Context: an optimization exercise on an open-source flow, tuned for small area, a short achievable clock period and few clock cycles. The choices shown serve that exercise and are no tape-out recipe. RTL that was checked went through simulation tests only; none was proved equivalent to the original. For runs 1 to 3, only the layout was checked, not whether the RTL still works. Power is estimated from default activity; no workload was simulated.

==> flow/design.v <==
module s1desc_unit (
    input  wire        clk,
    input  wire        rst,
    input  wire        cmd_valid,
    output wire        cmd_ready,
    input  wire [7:0]  cmd_op,
    input  wire [63:0] cmd_a,
    input  wire [64:0] cmd_b,
    input  wire [63:0] cmd_c,
    input  wire [64:0] cmd_d,
    input  wire [2:0]  cmd_attrs,
    output wire        rsp_valid,
    output wire [3:0]  rsp_status,
    output wire [63:0] rsp_data,
    output wire        mem_req,
    output wire        mem_we,
    output wire [47:0] mem_addr,
    output wire [63:0] mem_wdata,
    input  wire        mem_gnt,
    input  wire [63:0] mem_rdata
);
    localparam [3:0] ST_OK              = 4'd0;
    localparam [3:0] E_OPERAND          = 4'd1;
    localparam [3:0] E_NOT_INIT         = 4'd2;
    localparam [3:0] E_SIZE_MISMATCH    = 4'd3;
    localparam [3:0] E_PHYS_OOB         = 4'd4;
    localparam [3:0] E_VIRT_OOB         = 4'd5;
    localparam [3:0] E_ALREADY_MAPPED   = 4'd6;
    localparam [3:0] E_INVALID          = 4'd7;
    localparam [3:0] E_ATTR_MEM         = 4'd8;
    localparam [3:0] E_ATTR_AP          = 4'd9;
    localparam [3:0] E_ALREADY_ENABLED  = 4'd10;
    localparam [3:0] E_REFUSED          = 4'd15;
    reg s_lk;        
    reg s_lkd;       
    reg s_mchk;      
    reg s_mr0;       
    reg s_fin;       
    reg s_mr1;       
    reg s_mw;        
    reg s_mr;        
    reg        rdy_q;
    reg        rv_q;
    reg [3:0]  rs_q;
    reg [47:0] rd_q;             
    reg        rd53_q, rd54_q;   
    reg        initialized;
    reg        mmu_m;            
    reg        mreq_q;
    reg        mwe_q;
    reg        l2f_q;            
    reg [13:0] ap_q;             
    reg [13:0] pp_q;             
    reg        wpg_q, wxn_q, wndev_q, wro_q;
    reg        is_pa_q;          
    reg        lk_err_q;         
    reg        rdp_q;            
    reg [13:0] vp_q;             
    reg [15:0] endp_q;           
    reg        vcur_q;           
    reg        vnx_q;            
    reg [6:0]  q_gtab, q_eqab;   
    reg [6:0]  q_gtcd;           
    reg [6:0]  q_eqcd;
    reg [24:0] q_sz;             
    reg        q_al_bad, q_b_over, q_d_over, q_d_pend, q_a_oob;
    assign cmd_ready  = rdy_q;
    assign rsp_valid  = rv_q;
    assign rsp_status = rs_q;
    assign rsp_data   = {9'h0, rd54_q, rd53_q, 5'h0, rd_q};
    assign mem_req   = mreq_q;
    assign mem_we    = mwe_q;
    assign mem_addr  = {27'h0, 1'b1, 2'b00, l2f_q, ap_q, 3'b000};
    assign mem_wdata = {9'h0, wpg_q, wxn_q, 5'h0, 18'h0, pp_q,
                        5'h0, wpg_q, wpg_q, wndev_q, wro_q, 2'b00,
                        2'b00, wndev_q, 2'b11};
    wire [7:0]  op    = cmd_op;
    wire        op_hi = |op[7:4];
    wire [15:0] opd;             
    genvar gi;
    generate
        for (gi = 0; gi < 16; gi = gi + 1) begin : g_opd
            assign opd[gi] = !op_hi && (op[3:0] == gi);
        end
    endgenerate
    wire a_lo_nz   = |cmd_a[15:0];
    wire a_oob     = |cmd_a[63:30];
    wire is_lkf    = opd[8] | opd[9] | opd[10];
    wire lk_err_op = (opd[8] | opd[10]) & a_lo_nz;
    wire init_go   = opd[6] & !initialized;
    wire busy_op   = opd[7] | is_lkf | init_go;
    function [6:0] dec_attrs;
        input [63:0] d;
        reg [3:0] st;
        reg [2:0] at;
        begin
            st = ST_OK;
            at = 3'b000;
            if (d[4:2] == 3'd0) at[0] = 1'b1;
            else if (d[4:2] != 3'd1) st = E_ATTR_MEM;
            if (d[7:6] == 2'b10) at[1] = 1'b1;
            else if (d[7:6] != 2'b00 && st == ST_OK) st = E_ATTR_AP;
            at[2] = d[53];
            dec_attrs = {st, at};
        end
    endfunction
    wire [6:0] da_a = dec_attrs(cmd_a);
    wire [6:0] da_m = dec_attrs(mem_rdata);
    reg [3:0] st_imm;
    always @(*) begin
        st_imm = ST_OK;
        if (op_hi) st_imm = E_REFUSED;
        if ((opd[0] | opd[1]) & a_lo_nz) st_imm = E_OPERAND;
        if (opd[4]) st_imm = da_a[6:3];
        if (opd[5] & a_oob) st_imm = E_VIRT_OOB;
        if (opd[12] & mmu_m) st_imm = E_ALREADY_ENABLED;
        if (is_lkf) st_imm = lk_err_op ? E_OPERAND : a_oob ? E_VIRT_OOB : ST_OK;
    end
    wire        sel_a47 = !(opd[2] | opd[4] | opd[11] | opd[13]);
    wire [31:0] rd_hi_imm = (cmd_a[47:16] & {32{sel_a47}})
                          | (opd[11] ? 32'h0000_0012 : 32'h0);
    reg [15:0] rd_lo_imm;
    always @(*) begin
        rd_lo_imm = cmd_a[15:0];     
        if (opd[0])
            rd_lo_imm = {5'h0, 1'b1, cmd_attrs[0] ? 2'b10 : 2'b11,
                         cmd_attrs[1] ? 2'b10 : 2'b00, 1'b0,
                         cmd_attrs[0] ? 3'd0 : 3'd1, 2'b11};
        if (opd[1]) rd_lo_imm = 16'h0003;
        if (opd[2]) rd_lo_imm = {15'h0, cmd_a[0]};
        if (opd[3] | opd[11]) rd_lo_imm = 16'h0;
        if (opd[4]) rd_lo_imm = {13'h0, da_a[2:0]};
        if (opd[13]) rd_lo_imm = {15'h0, mmu_m};
    end
    wire [55:0] pa_ = {8'h0, cmd_a[63:16]};
    wire [55:0] pb_ = {7'h0, cmd_b[64:16]};
    wire [55:0] pc_ = {8'h0, cmd_c[63:16]};
    wire [55:0] pd_ = {7'h0, cmd_d[64:16]};
    function [1:0] cmp8;
        input [7:0] x, y;
        reg gt, eq;
        integer k;
        begin
            gt = 1'b0;
            eq = 1'b1;
            for (k = 7; k >= 0; k = k - 1) begin
                gt = gt | (eq & x[k] & !y[k]);
                eq = eq & !(x[k] ^ y[k]);
            end
            cmp8 = {gt, eq};
        end
    endfunction
    reg [6:0] gtab, eqab, gtcd, eqcd;
    integer gk;
    always @(*) begin
        for (gk = 0; gk < 7; gk = gk + 1) begin
            {gtab[gk], eqab[gk]} = cmp8(pa_[gk*8 +: 8], pb_[gk*8 +: 8]);
            {gtcd[gk], eqcd[gk]} = cmp8(pc_[gk*8 +: 8], pd_[gk*8 +: 8]);
        end
    end
    wire [49:0] sa = pa_[49:0], sb = pb_[49:0], sc = pc_[49:0], sd = pd_[49:0];
    wire [49:0] s1 = sb ^ sc ^ ~sa;
    wire [49:0] k1 = {((sb & sc) | (sb & ~sa) | (sc & ~sa)), 1'b0};
    wire [49:0] s2 = s1 ^ k1 ^ ~sd;
    wire [49:0] k2 = {((s1 & k1) | (s1 & ~sd) | (k1 & ~sd)), 1'b0};
    wire [49:0] szt;
    assign szt[0] = !(s2[0] ^ k2[0]);
    assign szt[1] = (s2[1] ^ k2[1]) != (s2[0] | k2[0]);
    assign szt[49:2] = (s2[49:2] ^ k2[49:2]) ^ (s2[48:1] & k2[48:1]);
    wire [24:0] szp;
    genvar si;
    generate
        for (si = 0; si < 25; si = si + 1) begin : g_szp
            assign szp[si] = szt[2*si] & szt[2*si+1];
        end
    endgenerate
    function grp_gt;
        input [6:0] gt, eq;
        integer k;
        begin
            grp_gt = 1'b0;
            for (k = 0; k < 7; k = k + 1)
                grp_gt = gt[k] | (eq[k] & grp_gt);
        end
    endfunction
    wire c_bad1   = q_al_bad | q_b_over | grp_gt(q_gtab, q_eqab);
    wire c_bad2   = q_d_over | grp_gt(q_gtcd, q_eqcd);
    wire c_size   = !(&q_sz);
    wire c_a_eq_b = &q_eqab;
    reg [3:0] chk_st;
    reg       chk_fin;
    always @(*) begin
        chk_fin = 1'b1;
        if (c_bad1 | c_bad2)      chk_st = E_OPERAND;
        else if (!initialized)    chk_st = E_NOT_INIT;
        else if (c_size)          chk_st = E_SIZE_MISMATCH;
        else if (q_d_pend)        chk_st = E_PHYS_OOB;
        else if (c_a_eq_b)        chk_st = ST_OK;
        else if (q_a_oob)         chk_st = E_VIRT_OOB;
        else begin
            chk_st  = ST_OK;
            chk_fin = 1'b0;
        end
    end
    wire [14:0] vp1 = {1'b0, vp_q} + 15'd1;
    wire [14:0] vp2 = {1'b0, vp_q} + 15'd2;
    wire        end1 = !endp_q[15] && (vp1 == endp_q[14:0]);  
    wire        end2 = !endp_q[15] && (vp2 == endp_q[14:0]);  
    wire        wrap1 = vp1[14];                              
    wire rd_bit = mem_rdata[0];
    wire acc = cmd_valid & rdy_q;
    always @(posedge clk) begin
        q_gtab <= gtab;
        q_eqab <= eqab;
        q_gtcd <= gtcd;
        q_eqcd <= eqcd;
        q_sz   <= szp;
        q_al_bad <= a_lo_nz | (|cmd_b[15:0]) | (|cmd_c[15:0]) | (|cmd_d[15:0]);
        q_b_over <= cmd_b[64] & (|cmd_b[63:16]);
        q_d_over <= cmd_d[64] & (|cmd_d[63:16]);
        q_d_pend <= (|cmd_d[64:31]) | (cmd_d[30] & (|cmd_d[29:16]));
        q_a_oob  <= a_oob;
        rdp_q <= mreq_q & !mwe_q & mem_gnt;
        if (s_lkd) begin
            rd_q[47:16] <= is_pa_q ? 32'h0 : mem_rdata[47:16];
            rd54_q      <= 1'b0;
            rd53_q      <= 1'b0;
        end else begin
            rd_q[47:16] <= rd_hi_imm;
            rd54_q      <= opd[0];
            rd53_q      <= opd[0] & cmd_attrs[2];
        end
        if (s_lkd & is_pa_q)
            rd_q[2:0] <= da_m[2:0];
        if (rdy_q) begin
            rs_q     <= st_imm;
            rd_q[15:0] <= rd_lo_imm;
            is_pa_q  <= opd[10];
            lk_err_q <= lk_err_op | a_oob;
            vp_q     <= opd[6] ? 14'd0 : cmd_a[29:16];
            ap_q     <= opd[6] ? 14'd0 : cmd_a[29:16];
            endp_q   <= opd[6] ? 16'd2 : {|cmd_b[64:31], cmd_b[30:16]};
            l2f_q    <= opd[6];
            pp_q     <= opd[6] ? 14'h10 : cmd_c[29:16];
            vnx_q    <= 1'b0;
            wpg_q    <= !opd[6];
            wxn_q    <= !opd[6] & cmd_attrs[2];
            wndev_q  <= !opd[6] & !cmd_attrs[0];
            wro_q    <= !opd[6] & cmd_attrs[1];
        end
        if (rst) begin
            rdy_q  <= 1'b1;
            rv_q   <= 1'b0;
            mreq_q <= 1'b0;
            mwe_q  <= 1'b0;
            s_lk   <= 1'b0; s_lkd <= 1'b0;
            s_mchk <= 1'b0; s_mr0 <= 1'b0; s_fin <= 1'b0;
            s_mr1  <= 1'b0; s_mw  <= 1'b0; s_mr  <= 1'b0;
            initialized <= 1'b0;
            mmu_m  <= 1'b0;
        end else begin
            rv_q   <= 1'b0;
            s_mchk <= 1'b0;
            s_lkd  <= 1'b0;
            if (acc) begin
                if (opd[12]) mmu_m <= 1'b1;
                if (opd[6])  initialized <= 1'b1;
                rdy_q  <= !busy_op;
                rv_q   <= !busy_op;
                mreq_q <= busy_op;
                mwe_q  <= init_go;
                s_mw   <= init_go;
                s_lk   <= is_lkf;
                s_mchk <= opd[7];
            end
            if (s_lk & mem_gnt) begin
                s_lk   <= 1'b0;
                s_lkd  <= 1'b1;
                mreq_q <= 1'b0;
            end
            if (s_lkd) begin
                rv_q  <= 1'b1;
                rdy_q <= 1'b1;
                if (!lk_err_q) begin
                    if (!rd_bit) rs_q <= E_INVALID;
                    else if (is_pa_q) rs_q <= da_m[6:3];
                    else rs_q <= ST_OK;
                end
            end
            if (s_mchk) begin
                rs_q <= chk_st;
                if (mem_gnt) begin
                    if (chk_fin) begin
                        mreq_q <= 1'b0;
                        rv_q   <= 1'b1;
                        rdy_q  <= 1'b1;
                    end else begin
                        s_mr1 <= 1'b1;
                    end
                    ap_q <= vp1[13:0];
                end else begin
                    s_mr0 <= 1'b1;
                    s_fin <= chk_fin;
                end
            end
            if (s_mr0 & mem_gnt) begin
                s_mr0 <= 1'b0;
                if (s_fin) begin
                    mreq_q <= 1'b0;
                    rv_q   <= 1'b1;
                    rdy_q  <= 1'b1;
                end else begin
                    s_mr1 <= 1'b1;
                end
                ap_q <= vp1[13:0];
            end
            if (s_mr1) begin
                if (rdp_q) vcur_q <= rd_bit;
                if (mem_gnt) begin
                    s_mr1 <= 1'b0;
                    if (rdp_q ? rd_bit : vcur_q) begin
                        mreq_q <= 1'b0;
                        rv_q   <= 1'b1;
                        rdy_q  <= 1'b1;
                        rs_q   <= E_ALREADY_MAPPED;
                    end else begin
                        s_mw  <= 1'b1;
                        mwe_q <= 1'b1;
                    end
                    ap_q <= vp_q;
                end
            end
            if (s_mr & mem_gnt) begin
                s_mr <= 1'b0;
                if (vcur_q) begin
                    mreq_q <= 1'b0;
                    rv_q   <= 1'b1;
                    rdy_q  <= 1'b1;
                    rs_q   <= E_ALREADY_MAPPED;
                end else begin
                    s_mw  <= 1'b1;
                    mwe_q <= 1'b1;
                end
                ap_q <= vp_q;
            end
            if (s_mw) begin
                if (rdp_q) vnx_q <= rd_bit;
                if (mem_gnt) begin
                    vp_q   <= vp1[13:0];
                    pp_q   <= pp_q + 14'd1;
                    vcur_q <= rdp_q ? rd_bit : vnx_q;
                    if (end1 | wrap1) begin
                        s_mw   <= 1'b0;
                        mreq_q <= 1'b0;
                        mwe_q  <= 1'b0;
                        rv_q   <= 1'b1;
                        rdy_q  <= 1'b1;
                        rs_q   <= end1 ? ST_OK : E_VIRT_OOB;
                    end else if (end2) begin
                        if (rdp_q ? rd_bit : vnx_q) begin
                            s_mw   <= 1'b0;
                            mreq_q <= 1'b0;
                            mwe_q  <= 1'b0;
                            rv_q   <= 1'b1;
                            rdy_q  <= 1'b1;
                            rs_q   <= E_ALREADY_MAPPED;
                        end
                        ap_q <= vp1[13:0];
                    end else begin
                        s_mw  <= 1'b0;
                        s_mr  <= 1'b1;
                        mwe_q <= 1'b0;
                        ap_q  <= vp2[13:0];
                    end
                end
            end
        end
    end
endmodule
==> flow/flow/run.sh <==
#!/bin/bash
# The standard layout; repair_timing aims below the 10 ns constraint and
# the port buffers use the smallest buffer cell.
set -euo pipefail
bash standard.sh SETUP_SLACK_MARGIN=6.5 "BUFFER_PORTS_ARGS=-buffer_cell sky130_fd_sc_hd__buf_1" finish > flow_standard.log 2>&1
==> flow/standard.sh <==
#!/bin/bash
# synth_recipe.tcl (not shown) runs the flow's synth.tcl, then flattens the netlist and writes it again
# the make line also repeats each setting of config.mk as NAME=value (left out here)
make -C /OpenROAD-flow-scripts/flow DESIGN_CONFIG=/design/flow/config.mk WORK_HOME=/design/flow/orfs CLKGATE_MAP_FILE= SYNTH_SCRIPT=/design/flow/synth_recipe.tcl "${@:-finish}"
==> flow/config.mk <==
export PLATFORM = sky130hd
export DESIGN_NAME = s1desc_unit
export DESIGN_NICKNAME = s1desc_unit
export VERILOG_FILES = /design/flow/design.v
export SDC_FILE = /design/flow/constraint.sdc
export NUM_CORES = 4
export LEC_CHECK = 0
export CAP_MARGIN = 20
export CORE_MARGIN = 2
export CORE_UTILIZATION = 40
export CTS_BUF_LIST = sky130_fd_sc_hd__clkbuf_4 sky130_fd_sc_hd__clkbuf_8
export SLEW_MARGIN = 20
==> flow/constraint.sdc <==
create_clock -name core_clock -period 10.0 [get_ports {clk}]
set_input_delay 2.0000 -clock core_clock [delete_from_list [all_inputs] [get_ports {clk}]]
set_output_delay 2.0000 -clock core_clock [all_outputs]
set_load 0.01 [all_outputs]
==> impl_table.tex, run 1 <==
\begin{tabular}{lr}
\hline
Metric & Value \\
\hline
\multicolumn{2}{l}{\textbf{Route}} \\
\quad Number of iterations in the first detailed-routing pass & 6 \\
\quad Number of vias after detailed routing & approximately 15000 \\
\quad Antenna Nets Post-Route & 0 \\
\quad Via-to-Cell Ratio & between 5 and 6 \\
\quad DR DRC count & 0 \\
\quad Wire length per cell after detailed routing & 20.6 µm \\
\quad Total wire length & approximately 58000 µm \\
\quad 1st-iter DRT viols & 1078 \\
\multicolumn{2}{l}{\textbf{Clocking}} \\
\quad Clock-pin transition on the worst setup and hold timing paths & between 100 and 150 ps \\
\quad Clk\_lat worst skew & between 500 and 600 ps \\
\quad Cell chosen for the clock root & sky130\_fd\_sc\_hd\_\_clkbuf\_8 \\
\quad Number of sinks driven by the clock tree & around 190 \\
\quad TritonCTS clock tree & yes \\
\quad H-Tree Level Count & 4 \\
\quad Inserted Clock Buffers & 17 \\
\quad Max clock buf depth & 2 \\
\multicolumn{2}{l}{\textbf{Synthesis}} \\
\quad Cell taking the most area after synthesis & sky130\_fd\_sc\_hd\_\_dfxtp\_1 \\
\quad Synthesized instance count & roughly 1900 \\
\quad Synth unique cells & 88 \\
\quad Dominant cells by area after synthesis & sky130\_fd\_sc\_hd\_\_dfxtp\_1 (18\%), sky130\_fd\_sc\_hd\_\_fa\_1 (12\%), sky130\_fd\_sc\_hd\_\_ha\_1 (8.6\%) \\
\quad Post-Synth Adder-Cell Area & a little over a fifth \\
\quad Flip-flop and latch count after synthesis & 191 \\
\quad Top cells by instance count after synthesis & sky130\_fd\_sc\_hd\_\_inv\_1 (290), sky130\_fd\_sc\_hd\_\_dfxtp\_1 (151), sky130\_fd\_sc\_hd\_\_nor2\_1 (120) \\
\quad Cell with the most instances after synthesis & sky130\_fd\_sc\_hd\_\_inv\_1 \\
\quad Synthesized-area fraction occupied by xor and xnor cells & 6.48\% \\
\quad Number of synthesized flops with an enable pin & 40 \\
\quad Basic-gate share of the synthesized area counting and, or, nand and nor cells & around 16\% \\
\quad Syn Std Cell Area & between 0.015 and 0.02 mm² \\
\quad Sequential fraction of the synthesis area & between 20\% and 30\% \\
\quad Area fraction in compound gates after synthesis & 15.6\% \\
\quad Post-synth top flop & sky130\_fd\_sc\_hd\_\_dfxtp\_1 \\
\quad Share of the synthesized area in the top cell type & between 10\% and 20\% \\
\quad Total of warnings raised by yosys & 1 \\
\quad Avg Synthesized Cell Area & roughly 8.6 µm² \\
\quad Ys async rst share & 0\% \\
\quad Combinational family with the most area after synthesis & adder cells \\
\quad Multiplexer share of the synthesized area & less than 1\% \\
\multicolumn{2}{l}{\textbf{Setup path}} \\
\quad Type of the worst setup path & in -> reg \\
\quad Number of cells on the worst reg-to-reg path & 10 \\
\quad Endpoint class of the critical path & flop \\
\quad Worst reg2reg startpoint & vp\_q[2]\$\_DFF\_P\_ \\
\quad Crit-path leading delay family & simple AND/OR/NAND/NOR gates \\
\quad Cell type of the slowest stage on the worst timing path & sky130\_fd\_sc\_hd\_\_or4\_4 \\
\quad Ordered cell list for the critical path & buf\_6, or4\_4, or4\_4, buf\_12, clkinv\_16, o2bb2ai\_4, a21oi\_2, o21ai\_1, or3\_1, o221a\_2 \\
\quad Peak per-stage delay on the critical path & $\sim$550 ps \\
\quad Reg2Reg Setup Slack & 6650 ps \\
\quad CP Data Arrival Time & 4070 ps \\
\quad Required arrival time at the worst endpoint & roughly 10000 ps \\
\quad Worst-path fanout max & 6 \\
\quad Capture instance of the worst register-to-register path & ap\_q[8]\$\_DFF\_P\_ \\
\quad Most numerous cell on the critical path & sky130\_fd\_sc\_hd\_\_or4\_4 \\
\quad Crit path buf inv count & 3 \\
\quad Critical path startpoint category & input port \\
\multicolumn{2}{l}{\textbf{Timing}} \\
\quad Final clock skew & 24.1 ps \\
\quad Total Neg Setup Slack & 0 ps \\
\quad Worst hold slack across all endpoints & $\sim$500 ps \\
\quad Relative slew margins & approximately 28\% \\
\quad Unrepaired setup endpoints after global routing & yes \\
\quad Max Transition Viols Final & 0 \\
\quad Maximum clock frequency & $\sim$280 MHz \\
\quad Final setup violation count & 0 \\
\quad Fin crit share & $\sim$36\% \\
\quad Number of hold-slack violations in the final timing report & 0 \\
\quad Clock period minus final worst setup slack & 3640 ps \\
\quad Worst slew pin tran & between 1000 and 1500 ps \\
\multicolumn{2}{l}{\textbf{Power}} \\
\quad Logic pwr share & about 34\% \\
\quad Register share of total power & roughly 40\% \\
\quad Internal power & about 1400 µW \\
\quad Clock power share & between 20 and 30\% \\
\quad Total power density per cell area & between 100 and 150 mW/mm² \\
\quad Fraction of power spent switching nets & a little under two fifths \\
\quad Leakage & about 0.0083 µW \\
\quad Largest voltage drop on the vdd net & 67.1 µV \\
\quad Switching power of the nets & 824 µW \\
\multicolumn{2}{l}{\textbf{Global routing}} \\
\quad All-layer global routing usage & between 20\% and 30\% \\
\quad Initial antenna violation count & 5 \\
\quad Vias in the first global route & approximately 15000 \\
\quad Wire length of the first global-routing pass & 85900 µm \\
\quad Pin count of the biggest net entering global routing & 41 \\
\quad Global-route congestion overflow total & 0 \\
\multicolumn{2}{l}{\textbf{Placement}} \\
\quad Number of input and output port buffers inserted & between 400 and 500 \\
\quad Final weighted congestion in routability-driven placement & between 0.9 and 1 \\
\quad DP Wirelength & approximately 47000 µm \\
\multicolumn{2}{l}{\textbf{Layout}} \\
\quad Count of inserted antenna diode cells & 0 \\
\quad Layout cells sized above 1 & about a tenth \\
\quad End-of-flow core utilization & between 40\% and 50\% \\
\quad Relative area change from synthesis to final layout & 18.2\% \\
\quad Final-stage net count & between 2000 and 3000 \\
\multicolumn{2}{l}{\textbf{Hold path}} \\
\quad WHS Endpoint & pp\_q[13]\$\_DFF\_P\_ \\
\quad Worst hold-check path type & reg -> reg \\
\quad Hold path startpoint & pp\_q[13]\$\_DFF\_P\_ \\
\quad Count of cells along the worst hold path & 1 \\
\multicolumn{2}{l}{\textbf{Floorplan}} \\
\quad Horiz. Die Dim & 206 µm \\
\quad Initial Utilization & around two fifths \\
\quad Area of the placeable core & 0.0406 mm² \\
\quad Site Rows & 74 \\
\quad Ports & between 500 and 600 \\
\quad Total die area & about 0.043 mm² \\
\quad Die outline height & $\sim$210 µm \\
\multicolumn{2}{l}{\textbf{Job}} \\
\quad Reported max-cap violation count & 0 \\
\multicolumn{2}{l}{\textbf{Run status}} \\
\quad Result of the run & complete, no violations \\
\hline
\end{tabular}
## layer usage
layer  vias up  global-route usage [%]  wire length (µm)
met5         -                       0                63
met4        10                    10.4              2060
met3       102                    4.97              4300
li1       7125                       -                 -
met2       641                    43.7             27100
met1      7335                    35.8             25000
## worst reg2reg max path: stages, from the launching register on
cell and delay, ps:
sky130_fd_sc_hd__dfxtp_2 530, sky130_fd_sc_hd__ha_4 280, sky130_fd_sc_hd__and4_1 350, sky130_fd_sc_hd__nand4_1 250
sky130_fd_sc_hd__xnor2_1 230, sky130_fd_sc_hd__or4_4 570, sky130_fd_sc_hd__nor3_4 320, sky130_fd_sc_hd__nor3_2 80
sky130_fd_sc_hd__buf_4 210, sky130_fd_sc_hd__or3_1 310, sky130_fd_sc_hd__o221a_2 120
## placed cells by master, fill, tap and decap left out, types with 17 or more instances in the layout
| master | n |
|---|---|
| sky130_fd_sc_hd__and3_1 | 17 |
| sky130_fd_sc_hd__o21ai_0 | 77 |
| sky130_fd_sc_hd__nor2_1 | 119 |
| sky130_fd_sc_hd__nand4_1 | 30 |
| sky130_fd_sc_hd__xnor2_1 | 93 |
| sky130_fd_sc_hd__conb_1 | 90 |
| sky130_fd_sc_hd__nand3_1 | 40 |
| sky130_fd_sc_hd__a22o_1 | 41 |
| sky130_fd_sc_hd__nand2_1 | 103 |
| sky130_fd_sc_hd__and2_1 | 23 |
| sky130_fd_sc_hd__inv_1 | 285 |
| sky130_fd_sc_hd__nor3_1 | 35 |
| sky130_fd_sc_hd__fa_1 | 94 |
| sky130_fd_sc_hd__edfxtp_1 | 40 |
| sky130_fd_sc_hd__dfxtp_1 | 144 |
| sky130_fd_sc_hd__buf_4 | 26 |
| sky130_fd_sc_hd__nor4_1 | 53 |
| sky130_fd_sc_hd__buf_1 | 379 |
| sky130_fd_sc_hd__ha_1 | 109 |
| sky130_fd_sc_hd__a21oi_1 | 63 |
| sky130_fd_sc_hd__clkbuf_8 | 17 |
| sky130_fd_sc_hd__xor2_1 | 28 |
## sequential cells by signal, summed over array words and instances (netlist names), 4 cells and up, named ones only
signal  cells
q_gtcd      6
q_eqcd      6
rs_q        4
q_eqab      7
endp_q     16
rd_q       48
vp_q       14
q_gtab      6
pp_q       14
ap_q       14
q_sz       25
## layout make-up
class / instances / area [µm²]
fill: 4005 / 21300
multi-input combinational: 1339 / 10800
sequential: 191 / 4240
timing repair buffer: 452 / 2070
inverter: 293 / 1130
tap: 532 / 666
clock buffer: 17 / 234
clock inverter: 15 / 200
timing repair inverter: 2 / 25.0
## worst max path at each step
stage              start          endpoint  slack (ps)  cells past startpoint
2_1_floorplan  cmd_op[5]   ap_q[8]$_DFF_P_        5980                      9
3_3_place_gp         rst  vp_q[10]$_DFF_P_        5160                      9
3_5_place_dp         rst  vp_q[10]$_DFF_P_        5120                      9
4_1_cts              rst  pp_q[13]$_DFF_P_        6320                     10
5_1_grt        cmd_op[4]   ap_q[6]$_DFF_P_        6310                     10
6_report       cmd_op[4]   ap_q[8]$_DFF_P_        6360                     10
## repair_timing
item | CTS | global route
pin swaps | 10 | 28
buffers inserted | 24 | 9
gates resized for setup | 56 | 79
hold buffers | 0 | 0
setup endpoints to repair | 74 | 71
gates cloned | 2 | 1
## stage by stage
step | cells | area (µm²) | setup slack [ps] | total power [µW]
floorplan | 1993 | 16800 | 5980 | 1450
global placement | 2773 | 18000 | 5160 | 1660
detailed placement | 2773 | 18000 | 5120 | 1680
CTS | 2831 | 18900 | 6320 | 2260
global route | 2841 | 19300 | 6310 | 2400
finish | 2841 | 19300 | 6360 | 2250
## logic make-up (layout without fill, tap and decap cells)
family	Yosys count	count (layout)
compound gates	371	371
xor+xnor	121	121
fa+ha+maj	227	227
buf+inv	463	779
flops	191	191
mux	15	15
other cells	2	90
simple gates	515	515
## power groups by stage
| stage | clock network [µW] | logic, µW | registers, µW |
|---|---|---|---|
| global placement | 0 | 733 | 932 |
| floorplan | 0 | 536 | 919 |
| detailed placement | 0 | 745 | 933 |
| CTS | 585 | 759 | 915 |
| global route | 606 | 865 | 924 |
| finish | 568 | 763 | 916 |
==> run 2, diff against run 1 <==
==> flow/flow/run.sh (replaced) <==
#!/bin/bash
# The standard layout; repair_timing aims below the 10 ns constraint and
# the port buffers use the smallest buffer cell.
set -euo pipefail
bash standard.sh SETUP_SLACK_MARGIN=6.0 "BUFFER_PORTS_ARGS=-buffer_cell sky130_fd_sc_hd__buf_1" finish > flow_standard.log 2>&1
==> run 2 against run 1 <==
Net effect: non-clock buffer count is 31 lower; largest power group unchanged; synthesized area stayed put; hold slack lost 4.8 ps; highest routed layer unchanged; fmax decreased by 7.7%; register-to-register slack got worse by 480 ps; still clean.
==> impl_table.tex, run 2 <==
\begin{tabular}{lr}
\hline
Metric & Value \\
\hline
\multicolumn{2}{l}{\textbf{Run status}} \\
\quad Result of the run & complete, no violations \\
\multicolumn{2}{l}{\textbf{Floorplan}} \\
\quad Initial Utilization & 40.3\% (unchanged) \\
\quad Total die area & 0.0425 mm² (unchanged) \\
\quad Ports & 521 (unchanged) \\
\quad Site Rows & 74 (unchanged) \\
\quad Die outline height & 206 µm (unchanged) \\
\quad Horiz. Die Dim & 206 µm (unchanged) \\
\quad Area of the placeable core & 0.0406 mm² (unchanged) \\
\multicolumn{2}{l}{\textbf{Route}} \\
\quad Number of vias after detailed routing & 15000 (-1.4\%) \\
\quad Number of iterations in the first detailed-routing pass & 7 (+1) \\
\quad Total wire length & 57100 µm (-2.4\%) \\
\quad Via-to-Cell Ratio & 5.34 (-0.31\%) \\
\quad DR DRC count & 0 (unchanged) \\
\quad Wire length per cell after detailed routing & 20.3 µm (-1.3\%) \\
\quad Antenna Nets Post-Route & 0 (unchanged) \\
\quad 1st-iter DRT viols & 1210 (+12\%) \\
\multicolumn{2}{l}{\textbf{Synthesis}} \\
\quad Ys async rst share & 0\% (unchanged) \\
\quad Cell taking the most area after synthesis & sky130\_fd\_sc\_hd\_\_dfxtp\_1 \\
\quad Avg Synthesized Cell Area & 8.59 µm² (unchanged) \\
\quad Top cells by instance count after synthesis & sky130\_fd\_sc\_hd\_\_inv\_1 (290), sky130\_fd\_sc\_hd\_\_dfxtp\_1 (151), sky130\_fd\_sc\_hd\_\_nor2\_1 (120) \\
\quad Synthesized instance count & 1905 (unchanged) \\
\quad Share of the synthesized area in the top cell type & 18.5\% (unchanged) \\
\quad Dominant cells by area after synthesis & sky130\_fd\_sc\_hd\_\_dfxtp\_1 (18\%), sky130\_fd\_sc\_hd\_\_fa\_1 (12\%), sky130\_fd\_sc\_hd\_\_ha\_1 (8.6\%) \\
\quad Flip-flop and latch count after synthesis & 191 (unchanged) \\
\quad Post-synth top flop & sky130\_fd\_sc\_hd\_\_dfxtp\_1 \\
\quad Syn Std Cell Area & 0.0164 mm² (unchanged) \\
\quad Synth unique cells & 88 (unchanged) \\
\quad Cell with the most instances after synthesis & sky130\_fd\_sc\_hd\_\_inv\_1 \\
\quad Number of synthesized flops with an enable pin & 40 (unchanged) \\
\quad Sequential fraction of the synthesis area & 25.8\% (unchanged) \\
\quad Total of warnings raised by yosys & 1 (unchanged) \\
\multicolumn{2}{l}{\textbf{Placement}} \\
\quad Final weighted congestion in routability-driven placement & 0.941 (about the same) \\
\quad Number of input and output port buffers inserted & 405 (unchanged) \\
\quad Post-DP Area & 0.0180 mm² (-0.32\%) \\
\quad DP Wirelength & 46700 µm (-0.67\%) \\
\quad Number of cells in the design after placement & 2772 (-0.036\%) \\
\multicolumn{2}{l}{\textbf{Layout}} \\
\quad Most frequent cells in the layout & sky130\_fd\_sc\_hd\_\_buf\_1 (405), sky130\_fd\_sc\_hd\_\_inv\_1 (290), sky130\_fd\_sc\_hd\_\_dfxtp\_1 (150), sky130\_fd\_sc\_hd\_\_nor2\_1 (119), sky130\_fd\_sc\_hd\_\_ha\_1 (111) \\
\quad Most frequent standard cell in the layout excluding fill and tap cells & sky130\_fd\_sc\_hd\_\_buf\_1 \\
\quad Registers with the highest flip-flop counts & rd\_q x48, q\_sz x25, endp\_q x16 \\
\quad Total non-filler cell area in the finished layout & 0.0184 mm² (-4.7\%) \\
\quad Largest reg by FF count & rd\_q \\
\quad Flip-flop count of the largest register after layout & 48 (unchanged) \\
\quad Relative area change from synthesis to final layout & 12.6\% \\
\quad Final-stage net count & 2808 (-1.2\%) \\
\quad Cell Count, Final, Fillers Out & 2810 (-1.1\%) \\
\quad Layout cells sized above 1 & 4.13\% (-5.4 points) \\
\multicolumn{2}{l}{\textbf{Setup path}} \\
\quad Ordered cell list for the critical path & buf\_1, inv\_1, o21ai\_0, a22oi\_1, maj3\_1, maj3\_1, maj3\_1, maj3\_1, o21ai\_0 \\
\quad CP Data Arrival Time & 4320 ps (+250 ps) \\
\quad Most numerous cell on the critical path & sky130\_fd\_sc\_hd\_\_maj3\_1 \\
\quad Cell type of the slowest stage on the worst timing path & sky130\_fd\_sc\_hd\_\_maj3\_1 \\
\quad Endpoint class of the critical path & flop \\
\quad Required arrival time at the worst endpoint & 10390 ps (-50 ps) \\
\quad Critical path startpoint category & input port \\
\quad Peak per-stage delay on the critical path & 370 ps (-180 ps) \\
\quad Type of the worst setup path & in -> reg \\
\quad Worst-path fanout max & 3 (-3) \\
\multicolumn{2}{l}{\textbf{Job}} \\
\quad Reported max-cap violation count & 0 (unchanged) \\
\multicolumn{2}{l}{\textbf{Clocking}} \\
\quad Clk\_lat worst skew & 520 ps (-20 ps) \\
\quad TritonCTS clock tree & yes \\
\quad Cell chosen for the clock root & sky130\_fd\_sc\_hd\_\_clkbuf\_8 \\
\quad H-Tree Level Count & 4 (unchanged) \\
\quad Clock-pin transition on the worst setup and hold timing paths & 110 ps (about the same) \\
\quad Post-CTS Hold Fix Bufs & 0 (unchanged) \\
\quad Inserted Clock Buffers & 17 (unchanged) \\
\quad Number of sinks driven by the clock tree & 191 (unchanged) \\
\quad Max clock buf depth & 2 (unchanged) \\
\multicolumn{2}{l}{\textbf{Hold path}} \\
\quad Worst hold-check path type & reg -> reg \\
\multicolumn{2}{l}{\textbf{Global routing}} \\
\quad Wire length of the first global-routing pass & 84600 µm (-1.5\%) \\
\quad Global-route congestion overflow total & 0 (unchanged) \\
\quad Pin count of the biggest net entering global routing & 42 (+2.4\%) \\
\quad Initial antenna violation count & 7 (+2) \\
\quad Vias in the first global route & 14300 (-2.3\%) \\
\quad All-layer global routing usage & 26.6\% (-0.42 points) \\
\multicolumn{2}{l}{\textbf{Timing}} \\
\quad Worst hold slack across all endpoints & 500 ps (-4.78 ps) \\
\quad Final setup violation count & 0 (unchanged) \\
\quad Final clock skew & 17.9 ps (-6.19 ps) \\
\quad Fin crit share & 39.4\% (+3.0 points) \\
\quad Unrepaired setup endpoints after global routing & yes \\
\quad Clock period minus final worst setup slack & 3940 ps (+302 ps) \\
\quad Total Neg Setup Slack & 0 ps (unchanged) \\
\quad Relative slew margins & 27.6\% (-0.63 points) \\
\quad Number of hold-slack violations in the final timing report & 0 (unchanged) \\
\quad Max Transition Viols Final & 0 (unchanged) \\
\quad Worst slew pin tran & 1080 ps (+9.36 ps) \\
\quad Maximum clock frequency & 254 MHz (-7.7\%) \\
\multicolumn{2}{l}{\textbf{Power}} \\
\quad Switching power of the nets & 792 µW (-3.9\%) \\
\quad Total power density per cell area & 117 mW/mm² (+0.96\%) \\
\quad Internal power & 1370 µW (-3.7\%) \\
\quad Largest voltage drop on the vdd net & 70.8 µV (+5.6\%) \\
\quad Clock power share & 23.3\% (-2.0 points) \\
\quad Fraction of power spent switching nets & 36.6\% (-0.045 points) \\
\quad Logic pwr share & 34.4\% (+0.4 points) \\
\quad Leakage & 0.00790 µW (-5.0\%) \\
\quad Register share of total power & 42.3\% (+1.5 points) \\
\hline
\end{tabular}
run 2: cell counts after synthesis:
Identical to the previous run, type by type.
run 2: what timing repair did:
item | CTS | global route
pin swaps | 1 | 1
endpoints found under the hold margin | 0 | 0
gates resized for setup | 6 | 4
endpoints found under the setup margin | 28 | 14
buffers inserted | 2 | 2
run 2: area by class of cell:
cell class                 count  area, µm²
tap                          532        666
multi-input combinational   1339      10400
fill                        4119      22200
clock inverter                15        133
sequential                   191       4230
antenna                        2       5.00
inverter                     293       1110
clock buffer                  17        234
timing repair buffer         421       1660
run 2: metal layers:
metal | up-vias | part of all wire (%) | global-route usage, %
li1 | 7046 | - | -
met1 | 7222 | 44 | 35.9
met2 | 642 | 46 | 43.1
met3 | 81 | 7.2 | 5.08
met4 | 10 | 2.5 | 8.29
met5 | - | 0.11 | 0
run 2: worst paths after layout:
path	to	from	slack [ps]	depth (start not counted)
setup / recovery	q_gtcd[0]$_DFF_P_	cmd_c[16]	6060	9
hold / removal	vnx_q$_DFF_P_	vnx_q$_DFF_P_	500	2
setup reg to reg	ap_q[7]$_DFF_P_	vp_q[2]$_DFF_P_	6170	9
hold reg to reg	vnx_q$_DFF_P_	vnx_q$_DFF_P_	500	2
run 2: worst max-delay path: cells and delay by family:
family | cells | cell delay (ps)
fa+ha+maj | 4 | 1450
compound gates | 3 | 640
buf+inv | 2 | 230
run 2: power groups by stage:
stage	Combinational, µW	Clock [µW]	Sequential, µW
3_3_place_gp	730	0	932
6_report	744	503	915
4_1_cts	749	519	915
2_1_floorplan	532	0	919
3_5_place_dp	741	0	932
5_1_grt	846	540	923
run 2: cells by family after synthesis:
logic type | after synthesis | synth area share, %
fa+ha+maj | 227 | 21.5
compound gates | 371 | 15.6
simple gates | 515 | 16.4
xor+xnor | 121 | 6.48
flops | 191 | 25.8
buf+inv | 463 | 13.3
mux | 15 | 0.925
other cells | 2 | 0.0459
run 2: through the flow:
stage	util, %	power (µW)	setup WS, ps
2_1_floorplan	-	1450	5980
3_3_place_gp	44.2	1660	5140
3_5_place_dp	44.2	1670	5120
4_1_cts	45.3	2180	6040
5_1_grt	45.3	2310	5990
6_report	45.3	2160	6060
==> run 3, diff against run 2 <==
--- a/flow/design.v
+++ b/flow/design.v
@@ -31,6 +31,7 @@
     localparam [3:0] E_ATTR_AP          = 4'd9;
     localparam [3:0] E_ALREADY_ENABLED  = 4'd10;
     localparam [3:0] E_REFUSED          = 4'd15;
+    reg s_ini;       
     reg s_lk;        
     reg s_lkd;       
     reg s_mchk;      
@@ -237,23 +238,23 @@
             rd_q[15:0] <= rd_lo_imm;
             is_pa_q  <= opd[10];
             lk_err_q <= lk_err_op | a_oob;
-            vp_q     <= opd[6] ? 14'd0 : cmd_a[29:16];
-            ap_q     <= opd[6] ? 14'd0 : cmd_a[29:16];
-            endp_q   <= opd[6] ? 16'd2 : {|cmd_b[64:31], cmd_b[30:16]};
-            l2f_q    <= opd[6];
-            pp_q     <= opd[6] ? 14'h10 : cmd_c[29:16];
+            vp_q     <= cmd_a[29:16];
+            ap_q     <= cmd_a[29:16];
+            endp_q   <= {|cmd_b[64:31], cmd_b[30:16]};
+            l2f_q    <= 1'b0;
+            pp_q     <= cmd_c[29:16];
             vnx_q    <= 1'b0;
-            wpg_q    <= !opd[6];
-            wxn_q    <= !opd[6] & cmd_attrs[2];
-            wndev_q  <= !opd[6] & !cmd_attrs[0];
-            wro_q    <= !opd[6] & cmd_attrs[1];
+            wpg_q    <= 1'b1;
+            wxn_q    <= cmd_attrs[2];
+            wndev_q  <= !cmd_attrs[0];
+            wro_q    <= cmd_attrs[1];
         end
         if (rst) begin
             rdy_q  <= 1'b1;
             rv_q   <= 1'b0;
             mreq_q <= 1'b0;
             mwe_q  <= 1'b0;
-            s_lk   <= 1'b0; s_lkd <= 1'b0;
+            s_ini  <= 1'b0; s_lk  <= 1'b0; s_lkd <= 1'b0;
             s_mchk <= 1'b0; s_mr0 <= 1'b0; s_fin <= 1'b0;
             s_mr1  <= 1'b0; s_mw  <= 1'b0; s_mr  <= 1'b0;
             initialized <= 1'b0;
@@ -267,12 +268,28 @@
                 if (opd[6])  initialized <= 1'b1;
                 rdy_q  <= !busy_op;
                 rv_q   <= !busy_op;
-                mreq_q <= busy_op;
-                mwe_q  <= init_go;
-                s_mw   <= init_go;
+                mreq_q <= opd[7] | is_lkf;
+                mwe_q  <= 1'b0;
+                s_ini  <= init_go;
                 s_lk   <= is_lkf;
                 s_mchk <= opd[7];
             end
+            if (s_ini) begin
+                s_ini   <= 1'b0;
+                s_mw    <= 1'b1;
+                mreq_q  <= 1'b1;
+                mwe_q   <= 1'b1;
+                vp_q    <= 14'd0;
+                ap_q    <= 14'd0;
+                endp_q  <= 16'd2;
+                l2f_q   <= 1'b1;
+                pp_q    <= 14'h10;
+                vnx_q   <= 1'b0;
+                wpg_q   <= 1'b0;
+                wxn_q   <= 1'b0;
+                wndev_q <= 1'b0;
+                wro_q   <= 1'b0;
+            end
             if (s_lk & mem_gnt) begin
                 s_lk   <= 1'b0;
                 s_lkd  <= 1'b1;
==> flow/flow/run.sh (replaced) <==
#!/bin/bash
# The standard layout (standard.sh, unchanged synthesis), with two
# changes to how it is built: repair_timing aims for 7.0 ns of setup slack
# against the unchanged 10 ns constraint, and the port buffers that
# buffer_ports inserts use the smallest buffer cell. The whole ORFS output
# goes to flow_standard.log; per-step logs stay under orfs/logs/.
set -euo pipefail
bash standard.sh SETUP_SLACK_MARGIN=7.0 "BUFFER_PORTS_ARGS=-buffer_cell sky130_fd_sc_hd__buf_1" finish > flow_standard.log 2>&1
--- a/flow/config.mk
+++ b/flow/config.mk
@@ -8,5 +8,4 @@
 export CAP_MARGIN = 20
 export CORE_MARGIN = 2
 export CORE_UTILIZATION = 40
-export CTS_BUF_LIST = sky130_fd_sc_hd__clkbuf_4 sky130_fd_sc_hd__clkbuf_8
 export SLEW_MARGIN = 20
==> run 3 against run 2 <==
Net effect: still clean; cell area up 26%; combinational power up 48%; non-clock buffer count up 147; synthesized area down 1.0%; critical endpoint is now q_sz[6]$_DFF_P_; largest power group is now combinational cells; highest routed layer unchanged.
==> impl_table.tex, run 3 <==
\begin{tabular}{lr}
\hline
Metric & Value \\
\hline
\multicolumn{2}{l}{\textbf{Layout}} \\
\quad Area of the multi-input gates & 0.0123 mm² (+18\%) \\
\quad Registers with the highest flip-flop counts & rd\_q x48, q\_sz x25, endp\_q x16 \\
\quad Most frequent cells in the layout & sky130\_fd\_sc\_hd\_\_buf\_1 (176), sky130\_fd\_sc\_hd\_\_inv\_1 (166), sky130\_fd\_sc\_hd\_\_buf\_4 (158), sky130\_fd\_sc\_hd\_\_dfxtp\_1 (128), sky130\_fd\_sc\_hd\_\_nor2\_1 (107) \\
\quad Most frequent standard cell in the layout excluding fill and tap cells & sky130\_fd\_sc\_hd\_\_buf\_1 \\
\quad Final-stage net count & 2947 (+5.0\%) \\
\quad Flip-flop count of the largest register after layout & 48 (unchanged) \\
\quad Area of all sequential standard cells & 0.00415 mm² (-2.0\%) \\
\quad Largest reg by FF count & rd\_q \\
\quad Relative area change from synthesis to final layout & 43.2\% \\
\quad Layout cells sized above 1 & 35.2\% (+31 points) \\
\quad Layout filler cell count & 3557 (-14\%) \\
\multicolumn{2}{l}{\textbf{Floorplan}} \\
\quad Die outline height & 205 µm (-0.50\%) \\
\quad Ports & 521 (unchanged) \\
\quad Site Rows & 73 (-1.4\%) \\
\quad Initial Utilization & 40.7\% (+0.41 points) \\
\quad Horiz. Die Dim & 205 µm (-0.50\%) \\
\quad Area of the placeable core & 0.0398 mm² (-2.0\%) \\
\quad Total die area & 0.0421 mm² (-1.0\%) \\
\multicolumn{2}{l}{\textbf{Hold path}} \\
\quad Worst hold-check path type & reg -> reg \\
\multicolumn{2}{l}{\textbf{Timing}} \\
\quad Final clock skew & 19.2 ps (+1.35 ps) \\
\quad Total Neg Setup Slack & 0 ps (unchanged) \\
\quad Clock period minus final worst setup slack & 3450 ps (-486 ps) \\
\quad Worst slew pin tran & 1030 ps (-50.8 ps) \\
\quad Maximum clock frequency & 290 MHz (+14\%) \\
\quad Max Transition Viols Final & 0 (unchanged) \\
\quad Number of hold-slack violations in the final timing report & 0 (unchanged) \\
\quad Unrepaired setup endpoints after global routing & yes \\
\quad Worst hold slack across all endpoints & 433 ps (-66.4 ps) \\
\quad Final setup violation count & 0 (unchanged) \\
\quad Fin crit share & 34.5\% (-4.9 points) \\
\quad Relative slew margins & 30.5\% (+2.9 points) \\
\multicolumn{2}{l}{\textbf{Synthesis}} \\
\quad Share of the synthesized area in the top cell type & 21.4\% (+2.9 points) \\
\quad Sequential fraction of the synthesis area & 24.9\% (-0.91 points) \\
\quad Dominant cells by area after synthesis & sky130\_fd\_sc\_hd\_\_dfxtp\_1 (21\%), sky130\_fd\_sc\_hd\_\_fa\_1 (12\%), sky130\_fd\_sc\_hd\_\_ha\_1 (8.7\%) \\
\quad Cell taking the most area after synthesis & sky130\_fd\_sc\_hd\_\_dfxtp\_1 \\
\quad Synthesized instance count & 1895 (-0.52\%) \\
\quad Syn Std Cell Area & 0.0162 mm² (-1.0\%) \\
\quad Post-synth top flop & sky130\_fd\_sc\_hd\_\_dfxtp\_1 \\
\quad Combinational family with the most area after synthesis & adder cells \\
\quad Basic-gate share of the synthesized area counting and, or, nand and nor cells & 15.3\% (-1.1 points) \\
\quad Synth unique cells & 81 (-8.0\%) \\
\quad Avg Synthesized Cell Area & 8.55 µm² (-0.50\%) \\
\quad Synthesized-area fraction occupied by xor and xnor cells & 6.91\% (+0.44 points) \\
\quad Area fraction in compound gates after synthesis & 15.0\% (-0.60 points) \\
\quad Number of synthesized flops with an enable pin & 19 (-53\%) \\
\quad Multiplexer share of the synthesized area & 2.94\% (+2.0 points) \\
\quad Post-Synth Adder-Cell Area & 21.7\% (+0.22 points) \\
\quad Top cells by instance count after synthesis & sky130\_fd\_sc\_hd\_\_inv\_1 (286), sky130\_fd\_sc\_hd\_\_dfxtp\_1 (173), sky130\_fd\_sc\_hd\_\_nor2\_1 (125) \\
\quad Flip-flop and latch count after synthesis & 192 (+0.52\%) \\
\quad Cell with the most instances after synthesis & sky130\_fd\_sc\_hd\_\_inv\_1 \\
\quad Ys async rst share & 0\% (unchanged) \\
\quad Total of warnings raised by yosys & 1 (unchanged) \\
\multicolumn{2}{l}{\textbf{Clocking}} \\
\quad H-Tree Level Count & 4 (unchanged) \\
\quad Cell chosen for the clock root & sky130\_fd\_sc\_hd\_\_clkbuf\_16 \\
\quad Clk\_lat worst skew & 470 ps (-50 ps) \\
\quad Number of sinks driven by the clock tree & 192 (+0.52\%) \\
\quad Clock-pin transition on the worst setup and hold timing paths & 80 ps (-30 ps) \\
\quad Inserted Clock Buffers & 17 (unchanged) \\
\quad Post-CTS Hold Fix Bufs & 0 (unchanged) \\
\quad TritonCTS clock tree & yes \\
\quad Max clock buf depth & 2 (unchanged) \\
\multicolumn{2}{l}{\textbf{Setup path}} \\
\quad CP Data Arrival Time & 3840 ps (-480 ps) \\
\quad Worst-path fanout max & 2 (-1) \\
\quad Endpoint class of the critical path & flop \\
\quad Required arrival time at the worst endpoint & 10380 ps (about the same) \\
\quad Reg2Reg Setup Slack & 6850 ps (+680 ps) \\
\quad Type of the worst setup path & in -> reg \\
\quad Critical path startpoint category & input port \\
\multicolumn{2}{l}{\textbf{Route}} \\
\quad Number of iterations in the first detailed-routing pass & 5 (-2) \\
\quad DR DRC count & 0 (unchanged) \\
\quad Routed wire length on met3 & 4640 µm (+13\%) \\
\quad Antenna Nets Post-Route & 0 (unchanged) \\
\quad Detailed-route wire length on metal 1 & 26300 µm (+4.4\%) \\
\quad Via-to-Cell Ratio & 5.48 (+2.7\%) \\
\quad Number of vias after detailed routing & 16100 (+7.5\%) \\
\quad Total wire length & 65400 µm (+15\%) \\
\quad Wire length per cell after detailed routing & 22.2 µm (+9.4\%) \\
\quad Met2 WL post-DR & 32200 µm (+22\%) \\
\quad Uppermost layer routed & met5 \\
\quad 1st-iter DRT viols & 1320 (+9.1\%) \\
\multicolumn{2}{l}{\textbf{Power}} \\
\quad Clock power share & 26.1\% (+2.8 points) \\
\quad Switching power of the nets & 962 µW (+21\%) \\
\quad Fraction of power spent switching nets & 35.5\% (-1.1 points) \\
\quad Register share of total power & 33.3\% (-9.0 points) \\
\quad Total power density per cell area & 117 mW/mm² (-0.50\%) \\
\quad Internal power & 1750 µW (+27\%) \\
\quad Leakage & 0.0104 µW (+31\%) \\
\quad Logic pwr share & 40.6\% (+6.2 points) \\
\quad Largest voltage drop on the vdd net & 117 µV (+65\%) \\
\multicolumn{2}{l}{\textbf{Global routing}} \\
\quad Initial antenna violation count & 6 (-1) \\
\quad All-layer global routing usage & 29.3\% (+2.7 points) \\
\quad Global-route congestion overflow total & 0 (unchanged) \\
\quad Wire length of the first global-routing pass & 92000 µm (+8.8\%) \\
\quad Vias in the first global route & 15500 (+8.6\%) \\
\quad Pin count of the biggest net entering global routing & 60 (+43\%) \\
\multicolumn{2}{l}{\textbf{Run status}} \\
\quad Result of the run & complete, no violations \\
\multicolumn{2}{l}{\textbf{Job}} \\
\quad Reported max-cap violation count & 0 (unchanged) \\
\multicolumn{2}{l}{\textbf{Placement}} \\
\quad DP Wirelength & 47100 µm (+0.85\%) \\
\quad Final weighted congestion in routability-driven placement & 0.947 (+0.69\%) \\
\quad Number of input and output port buffers inserted & 405 (unchanged) \\
\hline
\end{tabular}
==> run 3: cell count changes after synthesis, moves of 11 or more <==
cell,previous run,this run
sky130_fd_sc_hd__and2_1,24,13
sky130_fd_sc_hd__dfxtp_1,151,173
sky130_fd_sc_hd__a211oi_1,18,5
sky130_fd_sc_hd__a21oi_1,72,55
sky130_fd_sc_hd__mux2i_1,14,43
sky130_fd_sc_hd__nand4_1,30,41
sky130_fd_sc_hd__edfxtp_1,40,19
sky130_fd_sc_hd__nor3_1,44,29
==> run 3: area by class of cell <==
type | count | area share [%]
clock inverter | 15 | 0.685
clock buffer | 17 | 1.83
antenna | 2 | 0.0216
timing repair buffer | 568 | 18.4
inverter | 286 | 5.42
multi-input combinational | 1337 | 53.0
sequential | 192 | 17.9
tap | 525 | 2.83
==> run 3: per-stage QoR <==
step	area, µm²	worst slack (ps)	cells	power (µW)	util [%]
2_1_floorplan	17200	6390	1983	1460	-
3_3_place_gp	18200	5700	2749	1680	45.7
3_5_place_dp	18200	5680	2749	1690	45.7
4_1_cts	21400	6530	2880	2530	53.7
5_1_grt	23200	6560	2942	2860	58.2
6_report	23200	6550	2942	2710	58.2
==> run 3: path summary, 6_finish.rpt <==
check / from / end / cells past startpoint
worst max-delay path: cmd_a[29] / q_sz[6]$_DFF_P_ / 8
worst min-delay path: mwe_q$_SDFF_PP0_ / rdp_q$_DFF_P_ / 1
worst max register to register: vp_q[1]$_DFF_P_ / rs_q[0]$_DFF_P_ / 12
worst min register to register: mwe_q$_SDFF_PP0_ / rdp_q$_DFF_P_ / 1
==> run 3: logic make-up (layout without fill, tap and decap cells) <==
logic type                 Yosys count  in the layout
DFF                                192            192
and+or+nand+nor                    492            497
adders and majority gates          227            227
buffers and inverters              460            886
muxes                               47             47
AOI/OAI and AO/OA                  351            352
other                                2             92
xor gates and xnor gates           124            124
==> run 3: critical path, cell delays in order <==
cell,delay [ps]
sky130_fd_sc_hd__buf_1,80
sky130_fd_sc_hd__buf_6,140
sky130_fd_sc_hd__fa_2,540
sky130_fd_sc_hd__inv_2,40
sky130_fd_sc_hd__fa_2,550
sky130_fd_sc_hd__ha_4,210
sky130_fd_sc_hd__xnor2_2,130
sky130_fd_sc_hd__nor2_2,150
==> run 3: routing by layer <==
metal  global-route usage [%]  up-vias
met5                        0        -
met4                     10.3        8
met3                     5.43      129
met2                     49.4      721
met1                     37.6     7924
li1                         -     7348
==> run 3: power by group through the flow <==
stage | clock network (µW) | registers (µW) | logic, µW
after CTS | 716 | 901 | 915
after detailed placement | 0 | 927 | 766
after global routing | 746 | 910 | 1200
final | 706 | 902 | 1100
after global placement | 0 | 926 | 751
after floorplan | 0 | 914 | 549
==> run 3: timing repair <==
action                     4_1_cts  5_1_grt
pin swaps                      192      238
setup endpoints to repair      196      140
cloned                           3        5
resized for setup              647      364
setup buffers                   96       55
==> run 4, diff against run 3 <==
--- a/flow/design.v
+++ b/flow/design.v
@@ -43,7 +43,8 @@
     reg        rdy_q;
     reg        rv_q;
     reg [3:0]  rs_q;
-    reg [47:0] rd_q;             
+    reg [47:30] rdh_q;           
+    reg [15:0] rdl_q;            
     reg        rd53_q, rd54_q;   
     reg        initialized;
     reg        mmu_m;            
@@ -56,7 +57,6 @@
     reg        is_pa_q;          
     reg        lk_err_q;         
     reg        rdp_q;            
-    reg [13:0] vp_q;             
     reg [15:0] endp_q;           
     reg        vcur_q;           
     reg        vnx_q;            
@@ -68,7 +68,7 @@
     assign cmd_ready  = rdy_q;
     assign rsp_valid  = rv_q;
     assign rsp_status = rs_q;
-    assign rsp_data   = {9'h0, rd54_q, rd53_q, 5'h0, rd_q};
+    assign rsp_data   = {9'h0, rd54_q, rd53_q, 5'h0, rdh_q, ap_q, rdl_q};
     assign mem_req   = mreq_q;
     assign mem_we    = mwe_q;
     assign mem_addr  = {27'h0, 1'b1, 2'b00, l2f_q, ap_q, 3'b000};
@@ -203,8 +203,9 @@
             chk_fin = 1'b0;
         end
     end
-    wire [14:0] vp1 = {1'b0, vp_q} + 15'd1;
-    wire [14:0] vp2 = {1'b0, vp_q} + 15'd2;
+    wire [14:0] vp1 = {1'b0, ap_q} + 15'd1;
+    wire [14:0] vp2 = {1'b0, ap_q} + 15'd2;
+    wire [13:0] apm = ap_q - 14'd1;
     wire        end1 = !endp_q[15] && (vp1 == endp_q[14:0]);  
     wire        end2 = !endp_q[15] && (vp2 == endp_q[14:0]);  
     wire        wrap1 = vp1[14];                              
@@ -223,23 +224,23 @@
         q_a_oob  <= a_oob;
         rdp_q <= mreq_q & !mwe_q & mem_gnt;
         if (s_lkd) begin
-            rd_q[47:16] <= is_pa_q ? 32'h0 : mem_rdata[47:16];
+            rdh_q <= is_pa_q ? 18'h0 : mem_rdata[47:30];
+            ap_q  <= is_pa_q ? 14'h0 : mem_rdata[29:16];
             rd54_q      <= 1'b0;
             rd53_q      <= 1'b0;
         end else begin
-            rd_q[47:16] <= rd_hi_imm;
+            rdh_q <= rd_hi_imm[31:14];
             rd54_q      <= opd[0];
             rd53_q      <= opd[0] & cmd_attrs[2];
         end
         if (s_lkd & is_pa_q)
-            rd_q[2:0] <= da_m[2:0];
+            rdl_q[2:0] <= da_m[2:0];
         if (rdy_q) begin
             rs_q     <= st_imm;
-            rd_q[15:0] <= rd_lo_imm;
+            rdl_q    <= rd_lo_imm;
             is_pa_q  <= opd[10];
             lk_err_q <= lk_err_op | a_oob;
-            vp_q     <= cmd_a[29:16];
-            ap_q     <= cmd_a[29:16];
+            ap_q     <= rd_hi_imm[13:0];
             endp_q   <= {|cmd_b[64:31], cmd_b[30:16]};
             l2f_q    <= 1'b0;
             pp_q     <= cmd_c[29:16];
@@ -279,7 +280,6 @@
                 s_mw    <= 1'b1;
                 mreq_q  <= 1'b1;
                 mwe_q   <= 1'b1;
-                vp_q    <= 14'd0;
                 ap_q    <= 14'd0;
                 endp_q  <= 16'd2;
                 l2f_q   <= 1'b1;
@@ -344,7 +344,7 @@
                         s_mw  <= 1'b1;
                         mwe_q <= 1'b1;
                     end
-                    ap_q <= vp_q;
+                    ap_q <= apm;
                 end
             end
             if (s_mr & mem_gnt) begin
@@ -358,12 +358,11 @@
                     s_mw  <= 1'b1;
                     mwe_q <= 1'b1;
                 end
-                ap_q <= vp_q;
+                ap_q <= apm;
             end
             if (s_mw) begin
                 if (rdp_q) vnx_q <= rd_bit;
                 if (mem_gnt) begin
-                    vp_q   <= vp1[13:0];
                     pp_q   <= pp_q + 14'd1;
                     vcur_q <= rdp_q ? rd_bit : vnx_q;
                     if (end1 | wrap1) begin
==> flow/flow/run.sh (replaced) <==
#!/bin/bash
# The standard layout (standard.sh, unchanged synthesis), with two
# changes to how it is built: repair_timing aims for 6.5 ns of setup slack
# against the unchanged 10 ns constraint, and the port buffers that
# buffer_ports inserts use the smallest buffer cell. The whole ORFS output
# goes to flow_standard.log; per-step logs stay under orfs/logs/.
set -euo pipefail
bash standard.sh SETUP_SLACK_MARGIN=6.5 "BUFFER_PORTS_ARGS=-buffer_cell sky130_fd_sc_hd__buf_1" finish > flow_standard.log 2>&1
--- a/flow/config.mk
+++ b/flow/config.mk
@@ -8,4 +8,5 @@
 export CAP_MARGIN = 20
 export CORE_MARGIN = 2
 export CORE_UTILIZATION = 40
+export CTS_BUF_LIST = sky130_fd_sc_hd__clkbuf_4 sky130_fd_sc_hd__clkbuf_8 sky130_fd_sc_hd__clkbuf_16
 export SLEW_MARGIN = 20
==> run 4 against run 3 <==
Net effect: combinational power down 28%; via count is 9.1% lower; setup slack worse by 190 ps; non-clock buffer count down 116; clock skew is 3.5 ps lower; final cell count fell by 5.7%; critical path depth increased by 1; register-to-register slack got worse by 230 ps; highest routed layer unchanged; sequential share of layout area increased by 0.84 points; count of clock-buffer cells in the layout rose by 2; still clean on timing, DRC and antenna.
==> impl_table.tex, run 4 <==
\begin{tabular}{lr}
\hline
Metric & Value \\
\hline
\multicolumn{2}{l}{\textbf{Global routing}} \\
\quad Most congested layer reported by global routing & met2 \\
\quad Vias in the first global route & 14400 (-7.4\%) \\
\quad Initial antenna violation count & 5 (-1) \\
\quad Pin count of the biggest net entering global routing & 40 (-33\%) \\
\quad Met3 demand-to-capacity share in global routing & 4.42\% (-1.0 points) \\
\quad Met2 demand-to-capacity share in global routing & 45.2\% (-4.2 points) \\
\quad Global-route congestion overflow total & 0 (unchanged) \\
\quad Routing usage on met1 & 32.4\% (-5.2 points) \\
\multicolumn{2}{l}{\textbf{Synthesis}} \\
\quad Number of synthesized flops with an enable pin & 20 (+1) \\
\quad Syn Std Cell Area & 0.0156 mm² (-3.5\%) \\
\quad Total of warnings raised by yosys & 1 (unchanged) \\
\quad Flip-flop and latch count after synthesis & 164 (-15\%) \\
\quad Top cells by instance count after synthesis & sky130\_fd\_sc\_hd\_\_inv\_1 (297), sky130\_fd\_sc\_hd\_\_dfxtp\_1 (144), sky130\_fd\_sc\_hd\_\_nor2\_1 (131) \\
\quad Synthesized-area fraction occupied by xor and xnor cells & 7.19\% (+0.28 points) \\
\quad Area fraction in compound gates after synthesis & 14.7\% (-0.27 points) \\
\quad Sequential fraction of the synthesis area & 22.3\% (-2.6 points) \\
\quad Avg Synthesized Cell Area & 8.43 µm² (-1.4\%) \\
\quad Post-synth top flop & sky130\_fd\_sc\_hd\_\_dfxtp\_1 \\
\quad Dominant cells by area after synthesis & sky130\_fd\_sc\_hd\_\_dfxtp\_1 (18\%), sky130\_fd\_sc\_hd\_\_fa\_1 (12\%), sky130\_fd\_sc\_hd\_\_ha\_1 (9.2\%) \\
\quad Multiplexer share of the synthesized area & 2.11\% (-0.83 points) \\
\quad Cell with the most instances after synthesis & sky130\_fd\_sc\_hd\_\_inv\_1 \\
\quad Ys async rst share & 0\% (unchanged) \\
\multicolumn{2}{l}{\textbf{Layout}} \\
\quad Layout cells sized above 1 & 11.9\% (-23 points) \\
\quad Relative area change from synthesis to final layout & 19.8\% \\
\quad Most frequent cells in the layout & sky130\_fd\_sc\_hd\_\_buf\_1 (337), sky130\_fd\_sc\_hd\_\_inv\_1 (288), sky130\_fd\_sc\_hd\_\_dfxtp\_1 (134), sky130\_fd\_sc\_hd\_\_nor2\_1 (123), sky130\_fd\_sc\_hd\_\_ha\_1 (111) \\
\quad Layout filler cell count & 3873 (+8.9\%) \\
\quad Flip-flop count of the largest register after layout & 25 (-48\%) \\
\quad Most frequent standard cell in the layout excluding fill and tap cells & sky130\_fd\_sc\_hd\_\_buf\_1 \\
\quad Registers with the highest flip-flop counts & q\_sz x25, rdh\_q x18 \\
\multicolumn{2}{l}{\textbf{Hold path}} \\
\quad Worst hold-check path type & reg -> reg \\
\multicolumn{2}{l}{\textbf{Placement}} \\
\quad Number of cells in the design after placement & 2702 (-1.7\%) \\
\quad Setup WS pre-CTS & 5040 ps (-637 ps) \\
\quad Final weighted congestion in routability-driven placement & 0.976 (+3.0\%) \\
\multicolumn{2}{l}{\textbf{Timing}} \\
\quad Final clock skew & 15.7 ps (-3.53 ps) \\
\quad Number of hold-slack violations in the final timing report & 0 (unchanged) \\
\quad Total Neg Setup Slack & 0 ps (unchanged) \\
\quad Final setup violation count & 0 (unchanged) \\
\quad Unrepaired setup endpoints after global routing & yes \\
\quad Max Transition Viols Final & 0 (unchanged) \\
\quad Final critical-path setup slack & 6360 ps (-188 ps) \\
\quad Maximum clock frequency & 275 MHz (-5.2\%) \\
\multicolumn{2}{l}{\textbf{Run status}} \\
\quad Result of the run & complete, no violations \\
\multicolumn{2}{l}{\textbf{Clocking}} \\
\quad H-Tree Level Count & 4 (unchanged) \\
\quad Clock-pin transition on the worst setup and hold timing paths & 70 ps (about the same) \\
\quad Number of sinks driven by the clock tree & 164 (-15\%) \\
\quad TritonCTS clock tree & yes \\
\quad Post-CTS Hold Fix Bufs & 0 (unchanged) \\
\quad Max clock buf depth & 2 (unchanged) \\
\quad Cell chosen for the clock root & sky130\_fd\_sc\_hd\_\_clkbuf\_16 \\
\quad Clk\_lat worst skew & 460 ps (about the same) \\
\multicolumn{2}{l}{\textbf{Floorplan}} \\
\quad Total die area & 0.0407 mm² (-3.5\%) \\
\quad Die outline height & 202 µm (-1.7\%) \\
\quad Site Rows & 72 (-1.4\%) \\
\quad Ports & 521 (unchanged) \\
\quad Area of the placeable core & 0.0386 mm² (-3.2\%) \\
\quad Initial Utilization & 40.5\% (-0.14 points) \\
\multicolumn{2}{l}{\textbf{Route}} \\
\quad Antenna Nets Post-Route & 0 (unchanged) \\
\quad Via-to-Cell Ratio & 5.28 (-3.7\%) \\
\quad Number of iterations in the first detailed-routing pass & 5 (unchanged) \\
\quad DR DRC count & 0 (unchanged) \\
\quad 1st-iter DRT viols & 961 (-27\%) \\
\quad Wire length per cell after detailed routing & 19.6 µm (-12\%) \\
\multicolumn{2}{l}{\textbf{Setup path}} \\
\quad Required arrival time at the worst endpoint & 10340 ps (-40 ps) \\
\quad CP Data Arrival Time & 3980 ps (+140 ps) \\
\quad Endpoint class of the critical path & flop \\
\quad Critical path startpoint category & input port \\
\quad Type of the worst setup path & in -> reg \\
\quad Worst-path fanout max & 6 (+4) \\
\multicolumn{2}{l}{\textbf{Job}} \\
\quad Reported max-cap violation count & 0 (unchanged) \\
\multicolumn{2}{l}{\textbf{Power}} \\
\quad Leakage & 0.00829 µW (-20\%) \\
\quad Largest voltage drop on the vdd net & 113 µV (-3.7\%) \\
\hline
\end{tabular}
==> run 4: cell count changes after synthesis, sizes merged, moves of 9 or more <==
cell,change
a22o,-15
nand2,-16
nand3,+13
nor3b,+9
mux2i,-15
o22ai,-10
o21ai,-16
inv,+11
dfxtp,-29
nand2b,-9
==> run 4: repair_timing <==
item                       4_1_cts  5_1_grt
setup endpoints to repair       82       68
gates resized for setup         88      122
setup buffers                   26       12
pin swaps                       25       41
cloned                           0        0
==> run 4: worst paths after layout <==
kind	start	endpoint	slack, ps	cells after the start
setup / recovery	cmd_op[6]	ap_q[7]$_DFF_P_	6360	9
hold / removal	l2f_q$_DFF_P_	l2f_q$_DFF_P_	450	2
setup reg to reg	ap_q[3]$_DFF_P_	ap_q[10]$_DFF_P_	6620	9
hold reg to reg	l2f_q$_DFF_P_	l2f_q$_DFF_P_	450	2
==> run 4: cell families (layout without fill, tap and decap cells) <==
family                     count (synthesis)  after routing
DFF                                      164            164
muxes                                     32             32
adders and majority gates                230            230
AOI/OAI and AO/OA                        327            327
xor gates and xnor gates                 125            125
and+or+nand+nor                          504            504
other                                      2             93
buffers and inverters                    470            782
==> run 4: worst max-delay path: stages <==
cell	delay (ps)
sky130_fd_sc_hd__buf_8	100
sky130_fd_sc_hd__or4_4	560
sky130_fd_sc_hd__o31a_4	380
sky130_fd_sc_hd__a2bb2oi_4	170
sky130_fd_sc_hd__o221ai_2	110
sky130_fd_sc_hd__o21ai_1	120
sky130_fd_sc_hd__a21oi_1	70
sky130_fd_sc_hd__a2111o_1	360
sky130_fd_sc_hd__o311a_1	110
==> run 4: per-layer routing <==
| layer | share of wire (%) | wire length, µm |
|---|---|---|
| met1 | 41 | 22200 |
| met2 | 49 | 26500 |
| met4 | 3.4 | 1840 |
| met5 | 0.087 | 47 |
| met3 | 6.8 | 3690 |
==> run 4: where the power goes <==
part	internal (µW)	switching [µW]
sequential	740	52.3
clock	363	313
combinational	360	434
==> run 4: through the flow <==
stage / total power [µW] / hold WS (ps) / utilization [%]
after global placement: 1550 / 443 / 44.6
final: 2260 / 454 / 48.5
after detailed placement: 1560 / 445 / 44.6
after floorplan: 1350 / 431 / -
after global routing: 2420 / 484 / 48.5
after CTS: 2260 / 456 / 47.3
==> run 4: area by class of cell <==
class	count	area (µm²)	area share (%)
Clock buffer	19	458	2.45
Timing Repair Buffer	452	2020	10.8
Sequential cell	164	3500	18.7
Inverter	298	1130	6.04
Antenna cell	3	7.51	0.0401
Tap cell	518	648	3.46
Multi-Input combinational cell	1308	10800	57.9
Clock inverter	13	121	0.649
Testbench counts of run 4, summed over its fixed seeds: cycles 27,274.

Re-timed with assumed drivers on the ports (clkbuf_16 on the clock, buf_2 on other inputs), run 4 has 6.372 ns of setup slack against 6.361 ns with ideal ports, and 5.871 ns once port delays also move by the mid clock arrival of 0.501 ns.
